From an optimization exercise on the open Yosys and OpenROAD flow, aimed at small area, a short achievable clock period and few clock cycles per item; shortcuts taken in it are not production practice.
In this exercise RTL edits were held to simulation tests only and were not proved equivalent to the original.
No activity file was given, so power comes from the tool's default toggle rates.

==> flow/design.v (excerpt) <==
module mslut_enc (
    input  wire        clk,
    input  wire        rst,
    input  wire        req_valid,
    input  wire        req_we,
    input  wire [7:0]  req_addr,
    input  wire [31:0] req_wdata,
    output wire        req_ready,
    output wire        rsp_valid,
    output wire        rsp_err,
    output wire [31:0] rsp_rdata
);
Size in the first run: roughly 5000 cells after synthesis, roughly 2500 flip-flops, roughly 79 I/O pins, roughly 0.071 mm² of cells after synthesis.
Settings: LEC_CHECK=0, CAP_MARGIN=20, CORE_MARGIN=2, CORE_UTILIZATION=65, CTS_BUF_LIST=sky130_fd_sc_hd__clkbuf_16, CTS_CLUSTER_DIAMETER=60, CTS_CLUSTER_SIZE=30, SLEW_MARGIN=20; clock period 14.0 ns.
standard.sh (not shown) runs the stock make flow with config.mk's settings and CLKGATE_MAP_FILE= SYNTH_SCRIPT=/design/flow/synth_recipe.tcl, a recipe that flattens the netlist after the stock synthesis.
==> flow/flow/run.sh <==
#!/bin/bash
# The standard layout (the standard.sh), with timing repair asked to leave
# 7.7 ns of setup slack at the design's clock period, so that it also
# shortens paths that already meet the clock. The clock, constraints and
# scripts are the standard ones. The make output goes to standard.log.
set -euo pipefail
export SETUP_SLACK_MARGIN=7.7
bash standard.sh > standard.log 2>&1
Testbench counts at the start, summed over its fixed seeds: cycles 14,590, waveforms 48.
Change:
--- a/flow/design.v
+++ b/flow/design.v
@@ -36,14 +36,15 @@
     reg        ei_cb, ei_rb;
     reg [7:0]  win_idx;
     reg [255:0] raw;             
     reg [7:0]   r_x1, r_x2, r_x3;
     reg [1:0]   r_w0, r_w1, r_w2, r_w3;
     reg [7:0]   r_s0;            
     reg [7:0]   r_s90;           
+    reg [7:0]   r_u;             
     reg [7:0]  prev;
     reg [7:0]  maxs;
     reg        step_bad, pat_bad;
     reg [7:0]  err_idx;          
     reg [1:0]  zc;               
     reg [2:0]  zm;               
     reg [7:0]  zx1, zx2, zx3;
@@ -150,14 +151,21 @@
     wire commit    = (do_start | busy) & ready_now;
     wire commit_ok = commit & ~(shape_bad | step_bad | pat_bad);
     wire [1:0] blast = lowbit3(zm);
     wire [1:0] cw0 = ((zc > 2'd0) ? zb0 : blast) + 2'd1;
     wire [1:0] cw1 = ((zc > 2'd1) ? zb1 : blast) + 2'd1;
     wire [1:0] cw2 = ((zc > 2'd2) ? zb2 : blast) + 2'd1;
     wire [1:0] cw3 = blast + 2'd1;
+    function [7:0] bl;           
+        input [1:0] w;
+        input [7:0] len;
+        bl = (w == 2'd2) ? len : (w == 2'd3) ? {len[6:0], 1'b0} : 8'd0;
+    endfunction
+    wire [7:0] c_upper = prev - home_s0 - bl(cw0, zx1) - bl(cw1, zx2 - zx1) -
+                         bl(cw2, zx3 - zx2) - bl(cw3, 8'd255 - zx3);
     always @(posedge clk) begin
         if (rst) begin
             busy     <= 1'b0;
             res_ok   <= 1'b0;
             err_flag <= 1'b0;
         end else begin
             if (do_start)
@@ -201,14 +209,15 @@
                 r_x1  <= zx1;
                 r_x2  <= zx2;
                 r_x3  <= zx3;
                 r_w0  <= cw0;
                 r_w1  <= cw1;
                 r_w2  <= cw2;
                 r_w3  <= cw3;
+                r_u   <= c_upper;
             end
         end
     end
     always @(posedge clk) begin
         if (rst) begin
             ph         <= 4'd0;
             scount     <= 9'd0;
@@ -260,21 +269,14 @@
     integer b;
     always @(*) begin
         for (b = 0; b < 32; b = b + 1)
             tw[b] = rw[b] ^ rw[b+1] ^ flip[b];
         if (widx == 3'd7)
             tw[31] = 1'b0;       
     end
-    function [7:0] bl;           
-        input [1:0] w;
-        input [7:0] len;
-        bl = (w == 2'd2) ? len : (w == 2'd3) ? {len[6:0], 1'b0} : 8'd0;
-    endfunction
-    wire [7:0] upper = r_s90 - r_s0 - bl(r_w0, r_x1) - bl(r_w1, r_x2 - r_x1) -
-                       bl(r_w2, r_x3 - r_x2) - bl(r_w3, 8'd255 - r_x3);
     wire [2:0] nz = (r_x3 != 8'd255) ? 3'd4 : (r_x2 != 8'd255) ? 3'd3 :
                     (r_x1 != 8'd255) ? 3'd2 : 3'd1;
     wire warn = (res_ok | err_flag) & (r_s90 > 8'd247);
     wire eshow = err_flag & ~busy;
     wire [31:0] status_word = {7'd0, scount, 5'd0, 1'b0, eshow ? errcode : 2'd0, 2'd0,
                                range_flag, wr_ign, warn & ~busy, eshow,
                                res_ok & ~busy, busy};
@@ -282,15 +284,15 @@
     always @(*) begin
         rdmux = 32'd0;
         if (a_mslut | sq)
             rdmux = res_ok ? tw : 32'd0;
         else if (a_status)
             rdmux = status_word;
         else if (a_diag)
-            rdmux = res_ok ? {8'd0, r_s90, 5'd0, nz, upper} :
+            rdmux = res_ok ? {8'd0, r_s90, 5'd0, nz, r_u} :
                     err_flag ? {8'd0, r_s90, 16'd0} : 32'd0;
         else if (a_errinf)
             rdmux = err_flag ? {14'd0, ei_rb, ei_cb, 8'd0, r_s0} : 32'd0;
         else if (a_sel)
             rdmux = res_ok ? {r_x3, r_x2, r_x1, r_w3, r_w2, r_w1, r_w0} : 32'd0;
         else if (a_start)
             rdmux = res_ok ? {8'd0, r_s90, 8'd0, r_s0} : 32'd0;
What happened:
- The changed run finished clean
- count of clock-buffer cells in the layout is unchanged
- synthesized area rose by 0.95%
- utilization fell by 0.45 points
- via count rose by 1.1%
- non-clock buffer count fell by 16
- total power rose by 0.60%
- final area rose by 0.61%
- cell count rose by 2.8%
- wire length is about the same
Testbench counts after the change, summed over its fixed seeds: cycles 14,590, waveforms 48.

---

Setup of v6:
Starting RTL as in the previous note.
Settings: LEC_CHECK=0, CAP_MARGIN=20, CORE_MARGIN=2, CORE_UTILIZATION=65, CTS_BUF_LIST=sky130_fd_sc_hd__clkbuf_16, CTS_CLUSTER_DIAMETER=50, CTS_CLUSTER_SIZE=24, SLEW_MARGIN=20; clock period 14.0 ns.
Scripts as last shown in full above: flow/flow/run.sh
Testbench counts of v6, summed over its fixed seeds: cycles 14,590, waveforms 48.
Setup changes, v6 to v7
--- a/flow/design.v
+++ b/flow/design.v
@@ -34,18 +34,19 @@
     reg        err_flag;         
     reg [1:0]  errcode;
     reg        ei_cb, ei_rb;
     reg [7:0]  win_idx;
     reg [255:0] raw;             
     reg [7:0]   r_x1, r_x2, r_x3;
     reg [1:0]   r_w0, r_w1, r_w2, r_w3;
     reg [7:0]   r_s0;            
     reg [7:0]   r_s90;           
+    reg [7:0]   r_u;             
     reg [7:0]  prev;
     reg [7:0]  maxs;
     reg        step_bad, pat_bad;
     reg [7:0]  err_idx;          
     reg [1:0]  zc;               
     reg [2:0]  zm;               
     reg [7:0]  zx1, zx2, zx3;
     reg [1:0]  zb0, zb1, zb2;
     reg        pend;
@@ -148,18 +149,25 @@
     wire shape_bad = (scount != 9'd256) | range_flag;
     wire ready_now = shape_bad | step_bad | pat_bad | (ph == 4'd15);
     wire commit    = (do_start | busy) & ready_now;
     wire commit_ok = commit & ~(shape_bad | step_bad | pat_bad);
     wire [1:0] blast = lowbit3(zm);
     wire [1:0] cw0 = ((zc > 2'd0) ? zb0 : blast) + 2'd1;
     wire [1:0] cw1 = ((zc > 2'd1) ? zb1 : blast) + 2'd1;
     wire [1:0] cw2 = ((zc > 2'd2) ? zb2 : blast) + 2'd1;
     wire [1:0] cw3 = blast + 2'd1;
+    function [7:0] bl;           
+        input [1:0] w;
+        input [7:0] len;
+        bl = (w == 2'd2) ? len : (w == 2'd3) ? {len[6:0], 1'b0} : 8'd0;
+    endfunction
+    wire [7:0] c_upper = prev - home_s0 - bl(cw0, zx1) - bl(cw1, zx2 - zx1) -
+                         bl(cw2, zx3 - zx2) - bl(cw3, 8'd255 - zx3);
     always @(posedge clk) begin
         if (rst) begin
             busy     <= 1'b0;
             res_ok   <= 1'b0;
             err_flag <= 1'b0;
         end else begin
             if (do_start)
                 busy <= 1'b1;
             if (commit) begin
@@ -199,18 +207,19 @@
                 r_s0  <= home_s0;
                 r_s90 <= maxs;           
                 r_x1  <= zx1;
                 r_x2  <= zx2;
                 r_x3  <= zx3;
                 r_w0  <= cw0;
                 r_w1  <= cw1;
                 r_w2  <= cw2;
                 r_w3  <= cw3;
+                r_u   <= c_upper;
             end
         end
     end
     always @(posedge clk) begin
         if (rst) begin
             ph         <= 4'd0;
             scount     <= 9'd0;
             range_flag <= 1'b0;
             wr_ign     <= 1'b0;
@@ -258,41 +267,34 @@
     wire [31:0] flip = {32{f0}} ^ h1 ^ h2 ^ h3;
     reg [31:0] tw;               
     integer b;
     always @(*) begin
         for (b = 0; b < 32; b = b + 1)
             tw[b] = rw[b] ^ rw[b+1] ^ flip[b];
         if (widx == 3'd7)
             tw[31] = 1'b0;       
     end
-    function [7:0] bl;           
-        input [1:0] w;
-        input [7:0] len;
-        bl = (w == 2'd2) ? len : (w == 2'd3) ? {len[6:0], 1'b0} : 8'd0;
-    endfunction
-    wire [7:0] upper = r_s90 - r_s0 - bl(r_w0, r_x1) - bl(r_w1, r_x2 - r_x1) -
-                       bl(r_w2, r_x3 - r_x2) - bl(r_w3, 8'd255 - r_x3);
     wire [2:0] nz = (r_x3 != 8'd255) ? 3'd4 : (r_x2 != 8'd255) ? 3'd3 :
                     (r_x1 != 8'd255) ? 3'd2 : 3'd1;
     wire warn = (res_ok | err_flag) & (r_s90 > 8'd247);
     wire eshow = err_flag & ~busy;
     wire [31:0] status_word = {7'd0, scount, 5'd0, 1'b0, eshow ? errcode : 2'd0, 2'd0,
                                range_flag, wr_ign, warn & ~busy, eshow,
                                res_ok & ~busy, busy};
     reg [31:0] rdmux;
     always @(*) begin
         rdmux = 32'd0;
         if (a_mslut | sq)
             rdmux = res_ok ? tw : 32'd0;
         else if (a_status)
             rdmux = status_word;
         else if (a_diag)
-            rdmux = res_ok ? {8'd0, r_s90, 5'd0, nz, upper} :
+            rdmux = res_ok ? {8'd0, r_s90, 5'd0, nz, r_u} :
                     err_flag ? {8'd0, r_s90, 16'd0} : 32'd0;
         else if (a_errinf)
             rdmux = err_flag ? {14'd0, ei_rb, ei_cb, 8'd0, r_s0} : 32'd0;
         else if (a_sel)
             rdmux = res_ok ? {r_x3, r_x2, r_x1, r_w3, r_w2, r_w1, r_w0} : 32'd0;
         else if (a_start)
             rdmux = res_ok ? {8'd0, r_s90, 8'd0, r_s0} : 32'd0;
         else if (a_win)
             rdmux = {24'd0, win_idx};
--- outcome ---
v7: full flow OK, the timing, DRC and antenna checks passed
v6 → v7: chip height went up, number of instances in the synthesized netlist went up, data arrival time of the worst path went up, fraction of met2 tracks used by global routing went down.
From v6 to v7 the numbers moved as follows: count of antenna diodes in the layout climbed 2; total placed instance area climbed 0.70%.
Testbench counts of v7, summed over its fixed seeds: cycles 14,590, waveforms 48.

what the ideal ports hide:
Ports are ideal in the flow. The routed layouts listed here were re-timed in OpenROAD. Step 1 assumes that a clkbuf_16 drives the clock port and a buf_2 every other input. Step 2 times the ports against the registers' clock, not the clock port: input delays grow and output delays shrink by t, the midpoint of the rising clock arrivals with the driver on. a / b / c = no drivers / after step 1 / after step 2; a / b = the first two.
run | t (ns) | setup slack, ns | hold WS [ns] | latest minus earliest clock arrival (ns) | cell pins on the clock port's net
the first run of note 1 | 0.811 | 7.594 / 7.526 / 7.043 | 0.310 / 0.310 / 0.310 | 0.048 / 0.048 | 1
the second run of note 1 | 0.817 | 7.661 / 7.621 / 7.096 | 0.322 / 0.322 / 0.322 | 0.075 / 0.075 | 1
v6 | 0.823 | 7.596 / 7.525 / 7.006 | 0.313 / 0.313 / 0.313 | 0.066 / 0.066 | 1
v7 | 0.834 | 7.602 / 7.602 / 7.047 | 0.311 / 0.311 / 0.311 | 0.071 / 0.070 | 1
After both steps every run listed still meets setup and hold. The setup slack of v6, which loses most, moves by -0.071 ns with the drivers and by -0.590 ns with both steps.
